Context: an optimization exercise on an open-source flow, tuned for small area, a short achievable clock period and few clock cycles. The choices shown serve that exercise and are no tape-out recipe. Only simulation tests tie the RTL to the original design; equivalence was not proved. No activity file was given, so power comes from the tool's default toggle rates.

==> flow/design.v <==
module wbext_framer (
    input  wire        clk,
    input  wire        rst,         
    input  wire        cmd_valid,
    output wire        cmd_ready,
    input  wire [31:0] cmd,
    output reg         resp_valid,
    output reg  [31:0] resp
);
    localparam integer CAP = 266;
    localparam integer NT  = 48;    
    localparam [2:0] E_START = 3'd0;   
    localparam [2:0] E_SEEK  = 3'd1;   
    localparam [2:0] E_CMD   = 3'd2;   
    localparam [2:0] E_RLY   = 3'd3;   
    localparam [2:0] E_PRE   = 3'd4;   
    localparam [2:0] E_BODY  = 3'd5;   
    function [15:0] crc_step;
        input [15:0] c;
        input [7:0]  b;
        integer n;
        reg [15:0] t;
        begin
            t = c ^ {8'h00, b};
            for (n = 0; n < 8; n = n + 1)
                t = t[0] ? ((t >> 1) ^ 16'hA001) : (t >> 1);
            crc_step = t;
        end
    endfunction
    wire [15:0] k09 = crc_step(16'hFFFF, 8'h09);
    function [8:0] bclass;
        input [7:0] b;
        begin
            bclass[8] = (b == 8'h46) || (b == 8'h60);
            bclass[7] = (b == 8'h60);
            bclass[6] = (b == 8'h09);
            bclass[5] = (b == 8'h03);
            bclass[4] = (b == 8'h04) || (b == 8'h12);
            bclass[3] = (b == 8'h11);
            bclass[2] = (b == 8'h18);
            bclass[1] = (b == 8'h01) || (b == 8'h02) || (b == 8'h03) || (b == 8'h04);
            bclass[0] = (b == 8'h05) || (b == 8'h06) || (b == 8'h0F) || (b == 8'h10);
        end
    endfunction
    function [16:0] lookup;
        input [7:0] c;
        input       x;
        begin
            lookup = 17'd0;
            if (x) begin
                case (c)
                    8'h03:   lookup = {1'b1, 8'd0, 8'd10};
                    8'h04:   lookup = {1'b1, 8'd0, 8'd5};
                    8'h11:   lookup = {1'b1, 8'd5, 8'd8};
                    8'h12:   lookup = {1'b1, 8'd0, 8'd5};
                    8'h18:   lookup = {1'b1, 8'd3, 8'd6};
                    default: lookup = 17'd0;
                endcase
            end else begin
                case (c)
                    8'h01, 8'h02, 8'h03, 8'h04: lookup = {1'b1, 8'd2, 8'd5};
                    8'h05, 8'h06, 8'h0F, 8'h10: lookup = {1'b1, 8'd0, 8'd8};
                    default:                    lookup = 17'd0;
                endcase
            end
        end
    endfunction
    reg [8*CAP-1:0] ring;
    reg [8:0]  rx_len;
    reg        len0;        
    reg        full;        
    reg [1:0]  outcome;
    reg        late;
    reg        cmd_err;
    reg [2:0]  last_err;
    reg [15:0] crc;
    reg [8:0]  rel;         
    reg        al;          
    reg [2:0]  est;
    reg [15:0] ccrc;
    reg [2:0]  cnt;
    reg [8:0]  rem;
    reg [8:0]  total;
    reg [8:0]  c_off;
    reg [7:0]  rcmd;
    reg        relay;
    reg        mk60;
    reg [7:0]  rx_lo;
    reg [7:0]  rx_hi;
    reg        rbusy;
    reg [2:0]  rcnt;
    wire dec = outcome[0] ^ outcome[1];
    reg        rst_r;       
    reg        rdy_r;
    reg        stall_r;     
    reg        fv0;
    reg [19:0] f0;          
    reg        xv;
    reg        xpush, xcrcb, xrdreg, xrdrx, xclr, xcrci, xerr, xlkup;
    reg        xecode;      
    reg        xx;
    reg [8:0]  xa;
    reg        xkbig;       
    reg [8:0]  xd;
    reg        xinr;
    assign cmd_ready = rdy_r;
    wire acc = cmd_valid & rdy_r;
    wire stall     = stall_r;
    wire can_write = (outcome == 2'd0) & ~full;
    wire go        = xv & ~stall;
    wire pushgo    = go & xpush;
    wire wrote     = pushgo & can_write;
    wire first_go  = pushgo & len0;
    always @(posedge clk)
        rst_r <= rst;
    always @(posedge clk)
        if (!stall)
            f0 <= {cmd[31:24], cmd[23:17] == 7'd0, cmd[16], cmd[15:9] == 7'd0, cmd[8:0]};
    always @(posedge clk) begin
        if (rst_r)
            fv0 <= 1'b0;
        else if (!stall)
            fv0 <= acc;
    end
    wire [7:0]  d_op  = f0[19:12];
    wire        d_rok = f0[11];
    wire        d_x   = f0[10];
    wire        d_ahz = f0[9];
    wire [8:0]  d_a9  = f0[8:0];
    wire        d_b8  = d_rok & d_ahz & !d_a9[8];      
    wire        d_w   = d_b8 & !d_x & (d_a9[7:0] == 8'h00);
    wire d_nop   = (d_op == 8'h00) && d_w;
    wire d_clr   = (d_op == 8'h01) && d_w;
    wire d_push  = (d_op == 8'h02) && d_b8 && !d_x;
    wire d_crci  = (d_op == 8'h03) && d_w;
    wire d_crcb  = (d_op == 8'h04) && d_b8 && !d_x;
    wire d_lkup  = (d_op == 8'h05) && d_b8;
    wire d_rdreg = (d_op == 8'h06) && d_rok && !d_x;
    wire d_rdrx  = (d_op == 8'h07) && d_rok && !d_x;
    wire d_regbad = d_rdreg && (!d_ahz || d_a9 > 9'd9);
    wire d_ill   = !(d_nop | d_clr | d_push | d_crci | d_crcb | d_lkup | d_rdreg | d_rdrx);
    wire        d_kbig = !d_ahz || (d_a9 >= CAP);
    wire [8:0]  d_arg  = d_a9;
    wire [9:0]  d_t    = {1'b0, rel} - {1'b0, d_arg};
    wire [9:0]  d_t2   = d_t + 10'd266;
    wire [8:0]  d_d1   = d_t[9] ? d_t2[8:0] : d_t[8:0];
    wire [8:0]  d_d    = first_go ? 9'd0 : d_d1;
    wire        d_inr  = first_go | d_kbig | (d_d1 < NT);
    wire inr_hold  = xkbig | (xd == CAP - 1) | (xd < NT - 1);
    wire xv_n      = stall ? xv    : fv0;
    wire xpush_n   = stall ? xpush : (fv0 & d_push);
    wire xrdrx_n   = stall ? xrdrx : (fv0 & d_rdrx);
    wire xinr_n    = stall ? inr_hold : d_inr;
    wire len0_n    = (go & xclr) | (len0 & ~wrote);
    wire [8:0] rel_p1   = (rel == CAP - 1) ? 9'd0 : rel + 9'd1;
    wire [8:0] rel_n    = first_go ? 9'd1 : rel_p1;
    wire al_n      = wrote | (rel_p1 == rx_len);
    wire rbusy_set;
    wire rbusy_n   = rbusy_set | (rbusy & (rcnt != 3'd1));
    wire stall_n   = xv_n & (rbusy_n | (xpush_n & ~len0_n & ~al_n & can_write) |
                             (xrdrx_n & ~xinr_n));
    always @(posedge clk) begin
        if (rst_r) begin
            stall_r <= 1'b0;
            rdy_r   <= !rst;
        end else begin
            stall_r <= stall_n;
            rdy_r   <= !rst & !stall_n;
        end
    end
    always @(posedge clk) begin
        if (rst_r) begin
            xv <= 1'b0;
        end else if (!stall) begin
            xv <= fv0;
        end
    end
    always @(posedge clk) begin
        if (!stall) begin
            xpush  <= fv0 & d_push;
            xcrcb  <= fv0 & d_crcb;
            xrdreg <= fv0 & d_rdreg & !d_regbad;
            xrdrx  <= fv0 & d_rdrx;
            xclr   <= fv0 & d_clr;
            xcrci  <= fv0 & d_crci;
            xlkup  <= fv0 & d_lkup;
            xerr   <= fv0 & (d_ill | d_regbad);
            xecode <= d_regbad;
            xx     <= d_x;
            xa     <= d_arg[8:0];
            xkbig  <= d_kbig;
            xd     <= d_d;
            xinr   <= d_inr;
        end else if (xrdrx) begin
            xd   <= (xd == CAP - 1) ? 9'd0 : xd + 9'd1;
            xinr <= inr_hold;
        end
    end
    wire [7:0]  tap4 = ring[4*8 +: 8];
    wire [7:0]  eb   = rbusy ? tap4 : xa[7:0];
    wire [8:0]  ebc  = bclass(eb);
    wire        b_mk  = ebc[8];
    wire        b_60  = ebc[7];
    wire        b_09  = ebc[6];
    wire        b_e03 = ebc[5];
    wire        b_e5  = ebc[4];
    wire        b_e11 = ebc[3];
    wire        b_e18 = ebc[2];
    wire        b_r14 = ebc[1];
    wire        b_r58 = ebc[0];
    wire        b_eh  = b_e03 | b_e5 | b_e11 | b_e18;
    wire        b_rh  = b_r14 | b_r58;
    wire eng_en = (wrote | rbusy) & (outcome == 2'd0);
    wire [15:0] a_ccrc = crc_step(ccrc, 8'h00);
    wire [15:0] a_ffff = crc_step(16'hFFFF, 8'h00);
    wire [15:0] a_k46  = crc_step(crc_step(16'hFFFF, 8'h46), 8'h00);
    wire [15:0] a_k60  = crc_step(crc_step(16'hFFFF, 8'h60), 8'h00);
    wire [15:0] b_eb   = crc_step(16'h0000, eb);
    reg  [15:0] a_sel;
    always @(*) begin
        a_sel = a_ccrc;
        case (est)
            E_START: a_sel = a_ffff;
            E_SEEK:  a_sel = b_mk ? a_ccrc : a_ffff;
            E_RLY:   if (cnt == 3'd0 && !b_rh) a_sel = a_ffff;
            E_CMD:   if (!b_09 && !b_eh) a_sel = b_mk ? (mk60 ? a_k60 : a_k46) : a_ffff;
            default: a_sel = a_ccrc;
        endcase
    end
    wire [15:0] cnext = a_sel ^ b_eb;
    wire [8:0]  epos   = rx_len - {6'd0, rcnt} - 9'd1;    
    wire [8:0]  var_bs = relay ? 9'd11 : (rcmd == 8'h11 ? 9'd8 : 9'd6);
    function mkb;
        input [7:0] b;
        mkb = (b == 8'h46) || (b == 8'h60);
    endfunction
    wire        rquiet = !(mkb(ring[0 +: 8]) | mkb(ring[8 +: 8]) | mkb(ring[16 +: 8]) | mkb(ring[24 +: 8]));
    wire        rmiss  = (est == E_RLY) && (cnt == 3'd0) && !b_rh && !(rquiet && !b_mk);
    wire [8:0]  xbcl   = bclass(xa[7:0]);
    assign rbusy_set   = wrote && (outcome == 2'd0) && (est == E_RLY) && (cnt == 3'd0) &&
                         !(xbcl[1] | xbcl[0]) && !(rquiet && !xbcl[8]);
    wire        decide = (est == E_BODY) && (rem == 9'd1);
    wire        crc_ok = (ccrc == {eb, rx_lo});
    wire [1:0] outcome_n =
        (go & xclr) ? 2'd0 :
        (go & xpush & (outcome == 2'd0) & full) ? 2'd3 :
        (eng_en & decide) ? (crc_ok ? 2'd1 : 2'd2) : outcome;
    wire late_n = (go & xclr) ? 1'b0 :
                  (go & xpush & (outcome != 2'd0)) ? 1'b1 : late;
    wire [15:0] status_n = {cmd_err, last_err, 8'h00, late_n,
                            (outcome_n == 2'd1 || outcome_n == 2'd2) & ~relay, outcome_n};
    always @(posedge clk) begin
        if (rst_r || (go && xclr)) begin
            est   <= E_START;
            rbusy <= 1'b0;
            rcnt  <= 3'd0;
            relay <= 1'b0;
        end else begin
            if (rbusy) begin
                rcnt  <= rcnt - 3'd1;
                rbusy <= (rcnt != 3'd1);
            end
            if (eng_en) case (est)
            E_START: begin
                ccrc <= cnext;
                est  <= E_SEEK;
            end
            E_SEEK: begin
                ccrc <= cnext;
                if (b_mk) begin
                    c_off <= epos;
                    mk60  <= b_60;
                    est   <= E_CMD;
                end
            end
            E_CMD: begin
                ccrc <= cnext;
                if (b_09) begin
                    relay <= 1'b1;
                    cnt   <= 3'd4;
                    est   <= E_RLY;
                end else if (b_eh) begin
                    relay <= 1'b0;
                    rcmd  <= eb;
                    if (b_e03) begin
                        total <= 9'd10; rem <= 9'd7; est <= E_BODY;
                    end else if (b_e5) begin
                        total <= 9'd5;  rem <= 9'd2; est <= E_BODY;
                    end else if (b_e11) begin
                        cnt <= 3'd2; est <= E_PRE;
                    end else begin
                        cnt <= 3'd0; est <= E_PRE;
                    end
                end else if (b_mk) begin
                    c_off <= epos;
                    mk60  <= b_60;
                end else begin
                    est <= E_SEEK;
                end
            end
            E_RLY: begin
                if (cnt != 3'd0) begin
                    ccrc <= cnext;
                    cnt  <= cnt - 3'd1;
                end else if (b_r14) begin
                    ccrc <= cnext;
                    rcmd <= eb;
                    cnt  <= 3'd0;
                    est  <= E_PRE;
                end else if (b_r58) begin
                    ccrc  <= cnext;
                    rcmd  <= eb;
                    total <= 9'd14;
                    rem   <= 9'd6;
                    est   <= E_BODY;
                end else if (rquiet && !b_mk) begin
                    ccrc  <= cnext;
                    est   <= E_SEEK;
                end else begin
                    ccrc  <= k09;
                    est   <= E_SEEK;
                    rbusy <= 1'b1;
                    rcnt  <= 3'd5;
                end
            end
            E_PRE: begin
                ccrc <= cnext;
                if (cnt != 3'd0) begin
                    cnt <= cnt - 3'd1;
                end else begin
                    rem   <= {1'b0, eb} + 9'd2;
                    total <= {1'b0, eb} + var_bs;
                    est   <= E_BODY;
                end
            end
            E_BODY: begin
                if (rem > 9'd2)
                    ccrc <= cnext;
                if (rem == 9'd2)
                    rx_lo <= eb;
                if (rem == 9'd1)
                    rx_hi <= eb;
                rem <= rem - 9'd1;
            end
            default: est <= E_START;
            endcase
        end
    end
    wire [15:0] crc_next = crc_step(crc, 8'h00) ^ b_eb;
    wire [8:0]  consumed = c_off + total;
    reg [15:0] reg_val;
    always @(*) begin
        case (xa[3:0])
            4'd0:    reg_val = {cmd_err, last_err, 8'h00, late, dec & ~relay, outcome};
            4'd1:    reg_val = {7'd0, rx_len};
            4'd2:    reg_val = dec ? {7'd0, c_off} : 16'd0;
            4'd3:    reg_val = dec ? {7'd0, total} : 16'd0;
            4'd4:    reg_val = (outcome == 2'd1) ? {7'd0, consumed} : 16'd0;
            4'd5:    reg_val = dec ? {8'd0, rcmd} : 16'd0;
            4'd6:    reg_val = dec ? ccrc : 16'd0;
            4'd7:    reg_val = dec ? {rx_hi, rx_lo} : 16'd0;
            4'd8:    reg_val = crc;
            default: reg_val = CAP;
        endcase
    end
    wire [5:0] tsel = {xd[5], xd[4] & ~xd[5], xd[3:0]};
    wire [7:0] tapx = ring[tsel*8 +: 8];
    wire       rx_err = xkbig | (xa >= rx_len);
    reg [31:0] resp_d;
    always @(*) begin
        resp_d = 32'd0;
        if (rbusy || xpush)
            resp_d = {16'd0, status_n};
        else if (xerr)
            resp_d = {29'h1000_0000, 1'b0, xecode, 1'b1};
        else if (xlkup)
            resp_d = {15'd0, lookup(xa[7:0], xx)};
        else if (xcrci)
            resp_d = 32'h0000_FFFF;
        else if (xcrcb)
            resp_d = {16'd0, crc_next};
        else if (xrdreg)
            resp_d = {16'd0, reg_val};
        else if (xrdrx)
            resp_d = rx_err ? 32'h8000_0002 : {24'd0, tapx};
    end
    always @(posedge clk)
        resp <= resp_d;
    always @(posedge clk) begin
        if (rst_r) begin
            resp_valid <= 1'b0;
            rx_len     <= 9'd0;
            len0       <= 1'b1;
            full       <= 1'b0;
            outcome    <= 2'd0;
            late       <= 1'b0;
            cmd_err    <= 1'b0;
            last_err   <= 3'd0;
            crc        <= 16'hFFFF;
            rel        <= 9'd0;
            al         <= 1'b0;
        end else begin
            outcome <= outcome_n;
            late    <= late_n;
            rel  <= rel_n;
            al   <= al_n;
            resp_valid <= 1'b0;
            if (rbusy && rcnt == 3'd1) begin
                resp_valid <= !rst;
            end
            if (go) begin
                resp_valid <= !rst;
                if (xerr) begin
                    cmd_err  <= 1'b1;
                    last_err <= {1'b0, xecode, 1'b1};
                end
                if (xclr) begin
                    rx_len <= 9'd0;
                    len0   <= 1'b1;
                    full   <= 1'b0;
                end
                if (xcrci)
                    crc <= 16'hFFFF;
                if (xcrcb)
                    crc <= crc_next;
                if (xrdrx && rx_err) begin
                    cmd_err  <= 1'b1;
                    last_err <= 3'd2;
                end
                if (xpush) begin
                    if (eng_en & rmiss)
                        resp_valid <= 1'b0;
                    if (can_write) begin
                        rx_len <= rx_len + 9'd1;
                        len0   <= 1'b0;
                        full   <= (rx_len == CAP - 1);
                    end
                end
            end
        end
    end
    always @(posedge clk)
        ring <= {ring[8*CAP-9:0], wrote ? xa[7:0] : ring[8*CAP-1 -: 8]};
endmodule
==> flow/flow/run.sh <==
#!/bin/bash
# Standard ORFS layout (the standard.sh, standard synthesis unchanged) with:
#  - CTS arguments from flow/cts_args.txt (no dummy loads, sink clustering);
#  - port buffers of the smallest buffer cell (repair resizes them as needed).
# The full make output goes to flow_make.log; ORFS keeps per-step logs in orfs/logs.
set -euo pipefail
MARGIN=$(cat flow/margin.txt)
CTS="$(cat flow/cts_args.txt)"
bash standard.sh "SETUP_SLACK_MARGIN=$MARGIN" "CTS_ARGS=$CTS" \
  "BUFFER_PORTS_ARGS=-buffer_cell sky130_fd_sc_hd__buf_1" finish > flow_make.log 2>&1
==> flow/flow/cts_args.txt <==
-sink_clustering_enable -repair_clock_nets -dont_use_dummy_load -sink_clustering_size 24 -sink_clustering_max_diameter 100
==> flow/flow/margin.txt <==
8.5
==> flow/standard.sh <==
#!/bin/bash
# synth_recipe.tcl (not shown) runs the flow's synth.tcl, then flattens the netlist and writes it again
# the make line also repeats each setting of config.mk as NAME=value (left out here)
make -C /OpenROAD-flow-scripts/flow DESIGN_CONFIG=/design/flow/config.mk WORK_HOME=/design/flow/orfs CLKGATE_MAP_FILE= SYNTH_SCRIPT=/design/flow/synth_recipe.tcl "${@:-finish}"
==> flow/config.mk <==
export PLATFORM = sky130hd
export DESIGN_NAME = wbext_framer
export DESIGN_NICKNAME = wbext_framer
export VERILOG_FILES = /design/flow/design.v
export SDC_FILE = /design/flow/constraint.sdc
export NUM_CORES = 4
export LEC_CHECK = 0
export CAP_MARGIN = 20
export CORE_MARGIN = 2
export CORE_UTILIZATION = 55
export SLEW_MARGIN = 20
==> flow/constraint.sdc <==
create_clock -name core_clock -period 12.0 [get_ports {clk}]
set_input_delay 2.4000 -clock core_clock [delete_from_list [all_inputs] [get_ports {clk}]]
set_output_delay 2.4000 -clock core_clock [all_outputs]
set_load 0.01 [all_outputs]
==> results of run 1 <==
## report_power, final
part	total [mW]	switching (mW)	leakage (nW)	internal, mW
clock network	3.74	2.14	1.33	1.60
logic	0.418	0.254	4.10	0.164
registers	7.81	0.0228	18.9	7.78
## sequential cells by signal (all words and copies together), names as in the netlist, 3 cells and up, named ones only
signal,cells
ccrc,16
ring,2128
rel,9
c_off,9
cnt,3
xd,9
est,3
rx_hi,8
rcnt,3
rcmd,8
crc,16
f0,20
total,9
xa,9
rx_lo,8
rem,9
rx_len,9
resp,18
## logic make-up (layout without fill, tap and decap cells)
family | after synthesis | in the layout | synth area share, %
flops | 2325 | 2325 | 81.3
other cells | 1 | 14 | 0.00639
buf+inv | 175 | 275 | 1.23
compound gates | 361 | 361 | 4.02
mux | 157 | 157 | 5.14
xor+xnor | 139 | 139 | 2.10
fa+ha+maj | 78 | 78 | 1.71
simple gates | 541 | 541 | 4.53
## per-stage QoR
stage                     hold WS (ns)  worst slack, ns  instance area, um2
after CTS                        0.287             8.32               63500
final                            0.297             8.37               63700
after detailed placement         0.312             7.90               60500
after global routing             0.287             8.33               63700
after global placement           0.310             7.96               60500
after floorplan                  0.310             8.51               58800
## routing by layer
| layer | share of wire [%] | GRT usage (%) | vias up |
|---|---|---|---|
| li1 | - | - | 12900 |
| met1 | 48 | 27.4 | 13100 |
| met2 | 44 | 28.9 | 605 |
| met3 | 4.7 | 3.26 | 172 |
| met4 | 2.7 | 5.53 | 2 |
| met5 | 0.011 | 0 | - |
## timing repair
item,CTS,global route
setup buffers,1,18
endpoints found under the setup margin,96,60
gates cloned,0,1
pin swaps,0,2
gates resized for setup,85,22
## placed cells by master (no fill, tap or decap), types with 14 or more instances in the layout
cell type,n
buf_1,34
nand2_1,127
and3_1,15
buf_4,38
inv_1,64
nor4_1,27
dfxtp_1,2189
nor2b_1,19
mux2i_1,29
nor3_1,41
xnor2_1,78
nand3_1,41
nand2b_1,31
o22ai_1,25
nor2_1,153
buf_6,18
a221oi_1,14
conb_1,14
edfxtp_1,118
mux4_2,115
o21ai_0,93
clkbuf_16,109
ha_1,74
xor2_1,58
a22oi_1,22
a21oi_1,74
nand4_1,17
## cell type report
class	count	area share (%)
Clock buffer	108	4.24
Inverter	69	0.418
Multi-Input combinational cell	1290	16.5
Sequential cell	2325	75.0
Tap cell	1391	2.73
Timing Repair Buffer	98	1.10
## worst paths after layout
path / startpoint / to / slack [ns] / cells after the start
max reg2reg: xa[0] / resp[0] / 8.62 / 11
max: resp[4] / resp[4] / 8.37 / 1
min: ring[1058] / ring[1066] / 0.30 / 0
min reg2reg: ring[1058] / ring[1066] / 0.30 / 0
==> metrics.csv, run 1 <==
stage;metric;value;unit
routing;drc;0;
routing;routed_wl;102000;um
sta;relSlewSlack;21.4;%
global_route;grt_pass1_vias;27300;
setup_path;worst-setup-path-type;reg2out;
yosys;synth-seq-cells;2325;
final_layout;n_antenna_cell;0;
sta;slew_violations;0;
sta;rsz0062_at_grt;yes;
clock_network;cts_tree;yes;
floorplanning;start_util;55.6;%
yosys;synth_top_cells_by_count;dfxtp_1 (2,207), nor2_1 (154), nand2_1 (127);
floorplanning;die_w;331;um
sta;min_period_over_period;30.2;%
yosys;synthCells;3777;
setup_path;crit_slowest_cell;dfxtp_4;
floorplanning;placementRows;119;
final_layout;multiInputGateArea;10500;um2
setup_path;arrival;1.23;ns
global_route;grt_overflow;0;
final_layout;fin_nets;4005;
clock_network;clock_sinks;2325;
power_and_ir_drop;power;12.0;mW
sta;setup_viol;0;
clock_network;path_clk_slew;0.09;ns
placement;dp_cells;5153;
power_and_ir_drop;p_per_area;188;nW/um2
routing;via_per_inst;5.06;
power_and_ir_drop;ir_drop;0.166;mV
placement;io_buffers;54;
setup_path;required;9.60;ns
clock_network;clockBufferDepth;3;
outcome;outcome;complete, no violations;
clock_network;numCtsBuffers;108;
clock_network;cts-root-buf;clkbuf_16;
floorplanning;ios;69;
sta;setup_tns;0;ns
setup_path;end_kind;output port;
yosys;synthDominantCellAreaShare;75.2;%
yosys;ys_seq_area_share;81.3;%
final_layout;seqCellArea;47800;um2
sta;worst_slew_pin_slew;1.18;ns
global_route;grt_pass1_wl;159000;um
setup_path;max_stage_delay;0.43;ns
sta;timing.fmax;276;MHz
final_layout;drive_above_1_share;9.20;%
sta;fin_crit;3.63;ns
sta;hold_viol;0;
yosys;yosysWarnings;1;
routing;postRouteAntennaNets;0;
floorplanning;dieArea;109000;um2
final_layout;fillers;7863;
yosys;synthesis.area;58700;um2
yosys;synth_edf_count;118;
run;drv_cap;0;
setup_path;crit_fanout;1;
global_route;grt_usage;18.8;%
yosys;synthFlopType;dfxtp_1;
floorplanning;core_area;106000;um2
clock_network;cts_hold_buffers;0;
final_layout;fin_util;60.4;%
yosys;synthMostInstantiatedCell;dfxtp_1;
routing;drt_iter0_markers;1738;
yosys;async_flop_share;0;%
sta;fin_skew;0.0510;ns
setup_path;cp_top_family;flip-flops;
worst_hold_path;hold_path.class;reg2reg;
routing;wl_per_cell;19.3;um
yosys;postSynthAreaPerCell;15.5;um2
floorplanning;die_h;331;um
clock_network;clock_latency;0.71;ns
yosys;synth_top_cell_by_area;dfxtp_1;
routing;drtPass1Iterations;6;
setup_path;path_cells;buf_6;
global_route;antenna_found_initial;3;
final_layout;instances_no_fill;5281;
yosys;ys_types;79;
routing;num_vias;26700;
global_route;grt_max_degree;104;
placement;place_congestion;0.920;
clock_network;htree_num_levels;3;
placement;place_hpwl;66100;um
setup_path;path_buf_inv;1;
power_and_ir_drop;leakage;24.4;nW
setup_path;setup.worst_path.start_class;flip-flop;
yosys;synth_area_leaders;dfxtp_1 (75%), edfxtp_1 (6.0%), mux4_2 (4.4%);
final_layout;syn2layout_area_growth;8.51;%
Testbench counts, summed over its fixed seeds: cycles 16,056.
==> inputs of run 2 (changes only) <==
==> flow/flow/margin.txt (replaced) <==
8.8
--- a/flow/config.mk
+++ b/flow/config.mk
@@ -7,2 +7,3 @@
 export LEC_CHECK = 0
+export ABC_AREA = 1
 export CAP_MARGIN = 20
==> metrics.csv, run 2 <==
stage;metric;value;unit
sta;relSlewSlack;28.6;%
sta;min_period_over_period;30.2;%
final_layout;fillers;8652;
floorplanning;start_util;55.5;%
placement;dp_cells;6067;
clock_network;cts-root-buf;clkbuf_16;
yosys;synth_top_cell_by_area;dfxtp_1;
worst_hold_path;hp-start;ring[1502];
sta;rsz0062_at_grt;yes;
routing;num_vias;30900;
final_layout;final_common_cell;dfxtp_1;
clock_network;htree_num_levels;3;
sta;fin_skew;0.0593;ns
clock_network;clockBufferDepth;3;
sta;slew_violations;0;
final_layout;largest_reg_flops;2128;
global_route;grt_overflow;0;
routing;routed_wl;106000;um
yosys;synth_edf_count;118;
yosys;synth_top_cells_by_count;dfxtp_1 (2,207), nand2_1 (728), inv_1 (238);
yosys;synthCells;4701;
floorplanning;dieArea;111000;um2
yosys;synthMostInstantiatedCell;dfxtp_1;
yosys;postSynthAreaPerCell;12.7;um2
final_layout;drive_above_1_share;6.01;%
power_and_ir_drop;leakage;25.9;nW
yosys;synthFlopType;dfxtp_1;
placement;post_dp_cell_area;61200;um2
worst_hold_path;hold_path.class;reg2reg;
sta;worst_hold_slack;0.283;ns
sta;hold_viol;0;
placement;io_buffers;54;
floorplanning;die_h;333;um
yosys;ys_types;67;
final_layout;syn2layout_area_growth;8.42;%
routing;drc;0;
power_and_ir_drop;ir_drop;0.135;mV
sta;timing.fmax;276;MHz
sta;fin_crit;3.62;ns
setup_path;cp_top_family;flip-flops;
setup_path;crit_fanout;1;
yosys;synth_area_leaders;dfxtp_1 (74%), edfxtp_1 (6.0%), nand2_1 (4.6%);
clock_network;numCtsBuffers;107;
final_layout;fin_nets;4924;
setup_path;end_kind;output port;
clock_network;clock_sinks;2325;
routing;wl_per_cell;17.1;um
floorplanning;die_w;333;um
clock_network;clock_latency;0.72;ns
global_route;grt_pass1_vias;29300;
sta;worst_slew_pin_slew;1.07;ns
placement;place_congestion;0.956;
clock_network;cts_hold_buffers;0;
floorplanning;placementRows;120;
setup_path;crit_slowest_cell;dfxtp_4;
yosys;synthDominantCellAreaShare;74.2;%
setup_path;path_buf_inv;1;
clock_network;cts_tree;yes;
placement;place_hpwl;67800;um
global_route;antenna_found_initial;2;
setup_path;required;9.60;ns
global_route;grt_max_degree;82;
final_layout;reg.largest.list;ring (2128), f0 (20), resp (18);
sta;setup_viol;0;
run;drv_cap;0;
yosys;yosysWarnings;1;
setup_path;path_cells;buf_6;
yosys;synthesis.area;59500;um2
final_layout;mostFrequentLayoutCells;dfxtp_1 (2,184), nand2_1 (726), nand3_1 (236);
setup_path;arrival;1.22;ns
setup_path;reg2reg_from;rbusy;
routing;drtPass1Iterations;6;
final_layout;design_area;64600;um2
floorplanning;core_area;107000;um2
final_layout;regMostFlops;ring;
yosys;async_flop_share;0;%
floorplanning;ios;69;
routing;postRouteAntennaNets;0;
sta;setup_tns;0;ns
yosys;ys_seq_area_share;80.2;%
setup_path;worst-setup-path-type;reg2out;
setup_path;setup.worst_path.start_class;flip-flop;
routing;drt_iter0_markers;2305;
final_layout;instances_no_fill;6212;
global_route;grt_usage;18.9;%
yosys;synth-seq-cells;2325;
clock_network;path_clk_slew;0.09;ns
setup_path;worstSetupStartpoint;resp[14];
global_route;grt_pass1_wl;166000;um
final_layout;n_antenna_cell;0;
power_and_ir_drop;power;12.2;mW
power_and_ir_drop;p_per_area;189;nW/um2
setup_path;max_stage_delay;0.42;ns
outcome;outcome;complete, no violations;
routing;via_per_inst;4.97;
-- run 2: changes by cell type in the layout (fill, tap and decap cells not counted), sizes merged, moves of 58 or more --
| cell | previous run | this run |
|---|---|---|
| nand2 | 127 | 731 |
| o21ai | 97 | 155 |
| nand3 | 41 | 237 |
| nor2 | 154 | 227 |
| xnor2 | 80 | 20 |
| mux4 | 115 | 0 |
| a21oi | 76 | 206 |
| inv | 65 | 263 |
-- run 2: through the flow --
| step | util, % | setup WS, ns |
|---|---|---|
| 2_1_floorplan | - | 8.78 |
| 3_3_place_gp | 57.1 | 7.92 |
| 3_5_place_dp | 57.1 | 7.89 |
| 4_1_cts | 59.9 | 8.34 |
| 5_1_grt | 60.2 | 8.34 |
| 6_report | 60.2 | 8.38 |
-- run 2: timing repair --
item / in CTS / in global routing
pin swaps: 6 / 5
resized for setup: 85 / 42
endpoints found under the setup margin: 101 / 75
buffers inserted: 11 / 27
gates cloned: 0 / 0
-- run 2: cells by family (layout without fill, tap and decap cells) --
| group | after synthesis | in the layout | synth area share [%] |
|---|---|---|---|
| buf+inv | 394 | 489 | 2.64 |
| fa+ha+maj | 78 | 78 | 1.69 |
| compound gates | 537 | 537 | 5.35 |
| mux | 1 | 1 | 0.0168 |
| other cells | 1 | 14 | 0.00630 |
| flops | 2325 | 2325 | 80.2 |
| xor+xnor | 59 | 59 | 0.929 |
| simple gates | 1306 | 1306 | 9.21 |
-- run 2: layer usage --
| layer | track usage (%) | vias to the layer above | wire length (um) | part of all wire (%) |
|---|---|---|---|---|
| li1 | - | 15300 | - | - |
| met1 | 29.0 | 14500 | 53100 | 50 |
| met2 | 26.8 | 784 | 42700 | 40 |
| met3 | 2.99 | 224 | 6110 | 5.8 |
| met4 | 7.39 | 0 | 4010 | 3.8 |
| met5 | 0 | - | 0 | 0 |
-- run 2: power by group --
part | total [mW] | switching (mW) | internal (mW)
clock | 3.74 | 2.15 | 1.59
sequential | 7.80 | 0.0195 | 7.78
combinational | 0.645 | 0.446 | 0.199
-- run 2: path summary, 6_finish.rpt --
kind           endpoint  slack [ns]  cells past startpoint
max reg2reg    resp[12]        8.79                      8
max            resp[14]        8.38                      1
min          ring[1510]        0.28                      0
min reg2reg  ring[1510]        0.28                      0
-- run 2: area by class of cell --
class / instances / area, um2 / area share [%]
inverters: 266 / 1020 / 1.58
well taps: 1403 / 1760 / 2.72
flip-flops and latches: 2325 / 47800 / 74.0
multi-input cells: 1995 / 10400 / 16.2
repair buffers: 116 / 873 / 1.35
clock buffers: 107 / 2680 / 4.15
==> inputs of run 3 (changes only) <==
==> flow/flow/cts_args.txt (replaced) <==
-sink_clustering_enable -repair_clock_nets -dont_use_dummy_load -sink_clustering_size 28 -sink_clustering_max_diameter 80
--- a/flow/config.mk
+++ b/flow/config.mk
@@ -7,3 +7,2 @@
 export LEC_CHECK = 0
-export ABC_AREA = 1
 export CAP_MARGIN = 20
==> metrics.csv, run 3 <==
stage;metric;value;unit
clock_network;numCtsBuffers;98;
setup_path;worstSetupStartpoint;resp[5];
clock_network;clock_latency;0.70;ns
sta;worst_slew_pin_slew;1.03;ns
final_layout;mostFrequentLayoutCells;dfxtp_1 (2,182), nor2_1 (151), nand2_1 (127);
placement;place_congestion;0.912;
routing;num_vias;26900;
yosys;synthDominantCellAreaShare;75.2;%
power_and_ir_drop;p_per_area;184;nW/um2
setup_path;path_cells;buf_6;
sta;timing.fmax;276;MHz
yosys;async_flop_share;0;%
outcome;outcome;complete, no violations;
yosys;synth_area_leaders;dfxtp_1 (75%), edfxtp_1 (6.0%), mux4_2 (4.4%);
final_layout;final_common_cell;dfxtp_1;
setup_path;arrival;1.22;ns
setup_path;required;9.60;ns
final_layout;instances_no_fill;5306;
global_route;grt_overflow;0;
final_layout;regMostFlops;ring;
final_layout;n_antenna_cell;0;
floorplanning;start_util;55.6;%
setup_path;cp_top_family;flip-flops;
final_layout;syn2layout_area_growth;9.12;%
routing;wl_per_cell;19.6;um
routing;drc;0;
global_route;grt_usage;19.0;%
power_and_ir_drop;leakage;24.5;nW
yosys;ys_seq_area_share;81.3;%
setup_path;setup.worst_path.start_class;flip-flop;
global_route;grt_pass1_vias;27400;
placement;place_hpwl;66600;um
placement;dp_cells;5155;
yosys;synth_top_cells_by_count;dfxtp_1 (2,207), nor2_1 (154), nand2_1 (127);
yosys;synthFlopType;dfxtp_1;
setup_path;worst-setup-path-type;reg2out;
sta;fin_crit;3.62;ns
setup_path;crit_slowest_cell;dfxtp_4;
yosys;synth_edf_count;118;
floorplanning;core_area;106000;um2
final_layout;drive_above_1_share;11.1;%
sta;relSlewSlack;30.6;%
yosys;synth-seq-cells;2325;
sta;setup_tns;0;ns
floorplanning;ios;69;
sta;min_period_over_period;30.1;%
yosys;ys_types;79;
clock_network;clockBufferDepth;3;
yosys;yosysWarnings;1;
clock_network;clock_sinks;2325;
power_and_ir_drop;ir_drop;0.166;mV
sta;slew_violations;0;
sta;rsz0062_at_grt;yes;
clock_network;cts-root-buf;clkbuf_16;
setup_path;path_buf_inv;1;
worst_hold_path;hold_path.class;reg2reg;
yosys;synth_top_cell_by_area;dfxtp_1;
yosys;synth_compound_area_share;4.02;%
clock_network;cts_tree;yes;
sta;setup_viol;0;
yosys;muxShareOfSynthArea;5.14;%
final_layout;largest_reg_flops;2128;
clock_network;path_clk_slew;0.11;ns
yosys;synthAdderAreaFrac;1.71;%
setup_path;end_kind;output port;
routing;routed_wl;104000;um
final_layout;fin_nets;4030;
routing;postRouteAntennaNets;0;
yosys;synthMostInstantiatedCell;dfxtp_1;
global_route;grt_pass1_wl;160000;um
routing;drt_iter0_markers;1757;
yosys;synth_xor_area_share;2.10;%
yosys;synthesis.area;58700;um2
routing;drtPass1Iterations;7;
sta;fin_skew;0.0618;ns
yosys;postSynthAreaPerCell;15.5;um2
global_route;grt_max_degree;76;
routing;via_per_inst;5.08;
placement;io_buffers;54;
floorplanning;die_w;331;um
worst_hold_path;hp-start;ring[581];
yosys;synth_top_family_by_area;multiplexers;
final_layout;reg.largest.list;ring (2128), f0 (20), resp (18);
yosys;synth-simple-area-share;4.53;%
floorplanning;placementRows;119;
setup_path;crit_fanout;1;
clock_network;htree_num_levels;3;
floorplanning;die_h;331;um
setup_path;reg2reg_from;xv;
floorplanning;dieArea;109000;um2
sta;hold_viol;0;
global_route;antenna_found_initial;4;
run;drv_cap;0;
yosys;synthCells;3777;
setup_path;max_stage_delay;0.42;ns
[run 3: changes by cell type in the layout (fill, tap and decap cells not counted), sizes merged, moves of 31 or more]
cell / previous run / this run
nand2: 731 / 127
nor2: 227 / 154
mux2i: 1 / 36
nand3: 237 / 41
nand2b: 0 / 31
a21oi: 206 / 76
xnor2: 20 / 80
inv: 263 / 64
o21ai: 155 / 97
mux4: 0 / 115
[run 3: final timing paths]
path	to	slack [ns]	cells after the start
worst max-delay path	resp[5]	8.38	1
worst min-delay path	ring[589]	0.28	0
worst max register to register	total[0]	8.81	7
worst min register to register	ring[589]	0.28	0
[run 3: per-layer routing]
metal	wire length, um	GRT usage (%)	vias to the layer above
li1	-	-	12900
met1	50100	27.7	13200
met2	45000	28.7	588
met3	4570	2.87	190
met4	4160	7.35	0
met5	0	0	-
[run 3: where the power goes]
part	leakage (nW)	switching, mW	internal (mW)	total [mW]
Combinational	4.32	0.256	0.173	0.429
Clock	1.21	2.11	1.46	3.57
Sequential	18.9	0.0322	7.79	7.82
[run 3: cells by family after synthesis]
family,count (synthesis)
flip-flops,2325
AND/OR/NAND/NOR,541
AO/OA/AOI/OAI,361
buffers and inverters,175
multiplexers,157
XOR/XNOR,139
adder cells (fa/ha/maj),78
other,1
[run 3: layout make-up]
type                            count  area [um2]
Clock buffer                       98        2450
Fill cell                        7899       41500
Sequential cell                  2325       47800
Multi-Input combinational cell   1290       10800
Tap cell                         1391        1740
Timing Repair Buffer              133        1040
Inverter                           69         272
[run 3: repair_timing]
item / 4_1_cts / 5_1_grt
cloned: 2 / 0
resized for setup: 128 / 49
setup endpoints to repair: 111 / 74
hold buffers: 0 / 0
pin swaps: 7 / 11
buffers inserted: 32 / 19
[run 3: per-stage QoR]
stage | instance area [um2] | utilization (%) | hold WS [ns] | total power [mW] | setup slack, ns
2_1_floorplan | 58800 | - | 0.310 | 8.27 | 8.51
3_3_place_gp | 60500 | 57.3 | 0.310 | 8.39 | 7.75
3_5_place_dp | 60500 | 57.3 | 0.312 | 8.39 | 7.62
4_1_cts | 63700 | 60.4 | 0.278 | 11.9 | 8.32
5_1_grt | 64100 | 60.7 | 0.274 | 12.2 | 8.34
6_report | 64100 | 60.7 | 0.282 | 11.8 | 8.38

## re-timing with driven ports
How much do the figures lean on ideal ports? The routed layouts below were timed once more, with nothing changed but the port constraints.
Step 1 assumes that a clkbuf_16 drives the clock port and a buf_2 every other input.
Step 2 also shifts input and output timing later by t, the mid clock arrival at the registers, as if the neighbouring blocks saw the same clock.
a / b / c = ideal ports / drivers / drivers and shift; a / b = the first two.
| run | t (ns) | setup WS [ns] | worst setup path after step 2 | worst register clock-pin slew, ns | worst slew at a driven data input, ns |
|---|---|---|---|---|---|
| run 1 | 0.753 | 8.374 / 8.305 / 8.557 | input to register | 0.10 / 0.10 | 0.04 |
| run 2 | 0.763 | 8.377 / 8.303 / 8.420 | input to register | 0.11 / 0.11 | 0.08 |
| run 3 | 0.737 | 8.382 / 8.310 / 8.449 | input to register | 0.11 / 0.11 | 0.04 |
After both steps every run listed still meets setup and hold.
